Source: an optimization exercise on an open RTL-to-GDS flow (aim: small area and a short achievable clock period). Production flows keep margins and buffers that such runs may drop. No driver is modelled on the clock port, so clock power and skew are understated where the tree is cut down; a real chip needs a root buffer or a tree. Power and IR drop assume default switching activity.

==> flow/design.v (excerpt) <==
module pte_rx (
    input  wire        clk,
    input  wire        rst,             
    input  wire        in_valid,
    input  wire [7:0]  in_byte,
    output reg         res_valid,
    output wire [7:0]  res_code,        
    output wire [15:0] res_data_len,    
    output wire [7:0]  res_opt_len,     
    output wire [2:0]  res_addr_ctl,    
    output wire        res_ext_hdr_valid,
    output wire [7:0]  res_ext_hdr,
    output wire [47:0] res_orig,        
    output wire        res_dest_valid,
    output wire [31:0] res_dest,        
    output wire [1:0]  res_kind,        
    output wire [31:0] res_data,        
    output wire [7:0]  res_subtel,      
    output wire [15:0] res_rssi_dbm     
);
Size in the first run: about 650 cells after synthesis, ~230 flip-flops, about 200 I/O pins.
==> flow/config.mk <==
export PLATFORM = sky130hd
export DESIGN_NAME = pte_rx
export DESIGN_NICKNAME = pte_rx
export VERILOG_FILES = /design/flow/design.v
export SDC_FILE = /design/flow/constraint.sdc
export NUM_CORES = 4
export LEC_CHECK = 0
export CAP_MARGIN = 20
export CORE_MARGIN = 2
export CORE_UTILIZATION = 70
export SETUP_SLACK_MARGIN = 2.9
export SLEW_MARGIN = 20
==> flow/constraint.sdc <==
create_clock -name core_clock -period 5.0 [get_ports {clk}]
set_input_delay 1.0000 -clock core_clock [delete_from_list [all_inputs] [get_ports {clk}]]
set_output_delay 1.0000 -clock core_clock [all_outputs]
set_load 0.01 [all_outputs]
standard.sh (not shown) runs the stock make flow with config.mk's settings and CLKGATE_MAP_FILE= SYNTH_SCRIPT=/design/flow/synth_recipe.tcl, a recipe that flattens the netlist after the stock synthesis.
==> flow/flow/run.sh <==
#!/bin/bash
# Layout: the standard flow (standard synthesis included), with
# - port buffers of the smallest plain buffer instead of the delay buffer
#   that buffer_ports picks by itself;
# - a hand-built two-level clock tree (flow/cts_hook.tcl) in place of
#   TritonCTS's three-level one.
set -euo pipefail
bash standard.sh BUFFER_PORTS_ARGS="-buffer_cell sky130_fd_sc_hd__buf_1" \
  PRE_CTS_TCL="$PWD/flow/cts_hook.tcl" finish > standard_flow.log 2>&1
Other scripts of this flow, unchanged in this note and not shown: flow/flow/cts_hook.tcl, flow/flow/mycts.tcl
==> next run, changes <==
--- a/flow/design.v
+++ b/flow/design.v
@@ -87,22 +87,22 @@
   wire [7:0]  dcrc_next;
   pte_crc8_rom u_crc  (.idx(crc  ^ rb), .val(crc_next));
   pte_crc8_rom u_dcrc (.idx(dcrc ^ rb), .val(dcrc_next));
   function automatic [15:0] dec16(input [15:0] x);
     integer i;
     begin
       for (i = 0; i < 16; i = i + 1)
-        dec16[i] = ((x & ((16'd1 << i) - 16'd1)) == 16'd0) ? ~x[i] : x[i];
+        dec16[i] = x[i] ^ ~(|(x & ((16'd1 << i) - 16'd1)));
     end
   endfunction
   function automatic [7:0] neg8(input [7:0] x);
     integer i;
     begin
       for (i = 0; i < 8; i = i + 1)
-        neg8[i] = ((x & ((8'd1 << i) - 8'd1)) != 8'd0) ? ~x[i] : x[i];
+        neg8[i] = x[i] ^ (|(x & ((8'd1 << i) - 8'd1)));
     end
   endfunction
   function automatic cout8(input [7:0] a, input [7:0] b);
     integer i;
     reg c;
     begin
       c = 1'b0;
After rerunning: The changed run went through all stages and came out clean. Cell area rose slightly. Sequential cell count stays the same. Utilization grows by 0.41 points. Area after synthesis increases slightly. Combinational power shrinks by a little under a tenth. Cell count hardly moves.
No run of this note included a check of the RTL's function; only the layout flow was run. In every run of this note, the design's own scripts or RTL, not TritonCTS, make the clock network.


pte_rx, a different RTL version from the one above (not shown whole).
Size in the first run: about 9500 um2 of cells after synthesis.
clock: 5.0 ns
lec_check: 0
cap_margin: 20
core_margin: 2
core_utilization: 70
setup_slack_margin: 3.0
slew_margin: 20
Scripts as last shown in full above: flow/flow/run.sh
Other scripts of this flow, unchanged in this note and not shown: flow/flow/cts_hook.tcl, flow/flow/mycts.tcl
The starting point completed with no timing, DRC or antenna violations.
==> next run, changes <==
--- a/flow/design.v
+++ b/flow/design.v
@@ -48,24 +48,22 @@
   localparam [2:0] A_BODY = 3'd6;    
   reg  [2:0]  ast;
   reg  [15:0] data_len;
   reg  [7:0]  opt_len;
   reg  [15:0] cnt;            
   reg         cnt_zero;       
   reg         cnt_one;        
   reg         in_opt;         
   reg  [7:0]  crc;            
   reg         hdr_bad;
   reg         pkt_bad;
-  reg         dl_short;       
-  reg         opt_zero;       
   reg         oversize;       
   localparam [3:0] P_HDR  = 4'd0;
   localparam [3:0] P_EXTH = 4'd1;
   localparam [3:0] P_EXTK = 4'd2;
   localparam [3:0] P_ORIG = 4'd3;
   localparam [3:0] P_DEST = 4'd4;
   localparam [3:0] P_DATA = 4'd5;
   localparam [3:0] P_DCRC = 4'd6;
   localparam [3:0] P_SUB  = 4'd7;
   localparam [3:0] P_SIG  = 4'd8;
   localparam [3:0] P_DONE = 4'd9;    
@@ -105,38 +103,40 @@
   endfunction
   function automatic cout8(input [7:0] a, input [7:0] b);
     integer i;
     reg c;
     begin
       c = 1'b0;
       for (i = 0; i < 8; i = i + 1)
         c = (a[i] & b[i]) | ((a[i] | b[i]) & c);
       cout8 = c;
     end
   endfunction
-  wire [7:0]  csa_x = {cnt[7:3] ^ rb[7:3], ~(cnt[2:0] ^ rb[2:0])};
-  wire [7:0]  csa_y = {cnt[7:3] & rb[7:3],  (cnt[2:0] | rb[2:0])};
+  wire [7:0]  csa_x = {data_len[7:3] ^ rb[7:3], ~(data_len[2:0] ^ rb[2:0])};
+  wire [7:0]  csa_y = {data_len[7:3] & rb[7:3],  (data_len[2:0] | rb[2:0])};
   wire        lo_c  = cout8(csa_x, {csa_y[6:0], 1'b0});
-  wire        hi_ff = &cnt[15:8];
-  wire        hi_fe = (cnt[15:8] == 8'hFE);
+  wire        hi_ff = &data_len[15:8];
+  wire        hi_fe = (data_len[15:8] == 8'hFE);
   wire        oversize_in = (hi_ff && (csa_y[7] || lo_c)) || (hi_fe && csa_y[7] && lo_c);
+  wire        opt_zero  = (opt_len == 8'd0);
   wire        at_trail  = in_opt ? cnt_one : (cnt_zero && opt_zero);
   wire        cnt_hi0   = (cnt[15:2] == 14'd0);
   wire        in_body   = rv && (ast == A_BODY);
   wire        last_byte = in_body && at_trail;
   wire        discard   = (ast == A_WAIT) || ((ast == A_PT) && oversize);
   wire [2:0]  orig_last = (rb[7:5] == 3'b000) ? 3'd2 :
                           (rb[7:5] == 3'b011) ? 3'd5 : 3'd3;
   wire [2:0]  data_last = (kind_sel == 4'd2) ? 3'd3 : 3'd0;
   wire        fcnt_zero = (fcnt == 3'd0);
   wire        kind_bad  = (kind_sel > 4'd2);
+  wire        dl_short  = (data_len[15:3] == 13'd0) && (data_len[2:0] != 3'd7);
   reg  [7:0]  code_next;
   always @(*) begin
     if (hdr_bad)                               code_next = 8'h12;
     else if (pkt_bad)                          code_next = 8'h13;
     else if (dl_short)                         code_next = 8'h20;
     else if (addr_ctl[2])                      code_next = 8'h21;
     else if ((pst == P_DONE) && kind_bad)      code_next = 8'h22;
     else if (pst == P_E23)                     code_next = 8'h23;
     else if (pst != P_DONE)                    code_next = 8'h25;
     else if (crc != rb)                        code_next = 8'h24;
     else                                       code_next = 8'h00;
@@ -168,38 +168,33 @@
   always @(posedge clk) begin
     if (discard)
       crc <= 8'd0;
     else if (rv)
       crc <= crc_next;
   end
   always @(posedge clk) begin
     if (rv) begin
       if (ast == A_LH) data_len[15:8] <= rb;
       if (ast == A_LL) data_len[7:0]  <= rb;
       if (ast == A_OL) opt_len        <= rb;
-      if (ast == A_OL) opt_zero       <= (rb == 8'd0);
-      if (ast == A_LL) dl_short       <= (cnt[15:8] == 8'd0) && (rb <= 8'd6);
       if (ast == A_OL) oversize       <= oversize_in;
       if (ast == A_PT) pkt_bad        <= (rb != PT_RADIO);
       if (ast == A_HC) hdr_bad        <= (crc != rb);
       if (last_byte)   code           <= {code_next[5:4], code_next[2:0]};
     end
   end
   always @(posedge clk) begin
-    if (rv && ast == A_LH) begin
-      cnt[15:8] <= rb;
-    end else if (rv && ast == A_LL) begin
-      cnt[7:0]  <= rb;
-      cnt_zero  <= (cnt[15:8] == 8'd0) && (rb == 8'd0);
-    end else if (rv && ast == A_HC) begin
-      in_opt    <= 1'b0;
+    if (rv && ast == A_HC) begin
+      cnt      <= data_len;
+      cnt_zero <= (data_len == 16'd0);
+      in_opt   <= 1'b0;
     end else if (in_body) begin
       if (!in_opt && cnt_zero) begin
         cnt      <= {8'd0, opt_len};
         cnt_one  <= (opt_len == 8'd1);
         in_opt   <= 1'b1;
       end else begin
         cnt      <= dec16(cnt);
         cnt_zero <= cnt_hi0 && (cnt[1:0] == 2'd1);
         cnt_one  <= cnt_hi0 && (cnt[1:0] == 2'd2);
       end
     end
Clock skew increases by 4.3 ps.
Core utilization increases by 0.43 points.
Global-route usage decreases by 0.26 points.
Register-to-register slack loses 40 ps.
Die area decreases by about 0.9%.
Cell area barely changes.
Routed wire length increases by about 0.8%.
Area after synthesis decreases by about 0.9%.
Total power decreases by about 0.4%.
First-iteration DRC count increases by 24%.
Worst setup slack loses 44 ps.
Flip-flop and latch count decreases by 2.
Combinational power increases by about 3%.
Worst hold slack loses 21 ps.
No functional check of the RTL was part of any run of this note. No run of this note takes its clock network from TritonCTS; it comes from the design's own scripts or RTL.

## what the ideal ports hide
No port has a modelled driver above. Below, the same layouts with a new extraction and two added sets of constraints.
Step 1 sets driving cells, clkbuf_16 on the clock port and buf_2 on the other inputs (assumed; they add their load-dependent delay and slew).
Step 2 moves the port delays by t, midway between the first and last clock arrival at a register: inputs arrive t later, outputs are due t later. That takes back most of the time a late clock gives input paths.
Slacks: ideal / step 1 / step 2; pairs: ideal / step 1.
| run | shift t [ns] | setup WS [ns] | worst slew at a driven data input, ns |
|---|---|---|---|
| the first run of note 1 | 0.387 | 2.854 / 2.844 / 2.854 | 0.06 |
| the second run of note 1 | 0.373 | 2.781 / 2.781 / 2.781 | 0.04 |
| the first run of note 2 | 0.380 | 2.842 / 2.842 / 2.842 | 0.03 |
| the second run of note 2 | 0.392 | 2.798 / 2.798 / 2.798 | 0.06 |
After both steps every run listed still meets setup and hold.
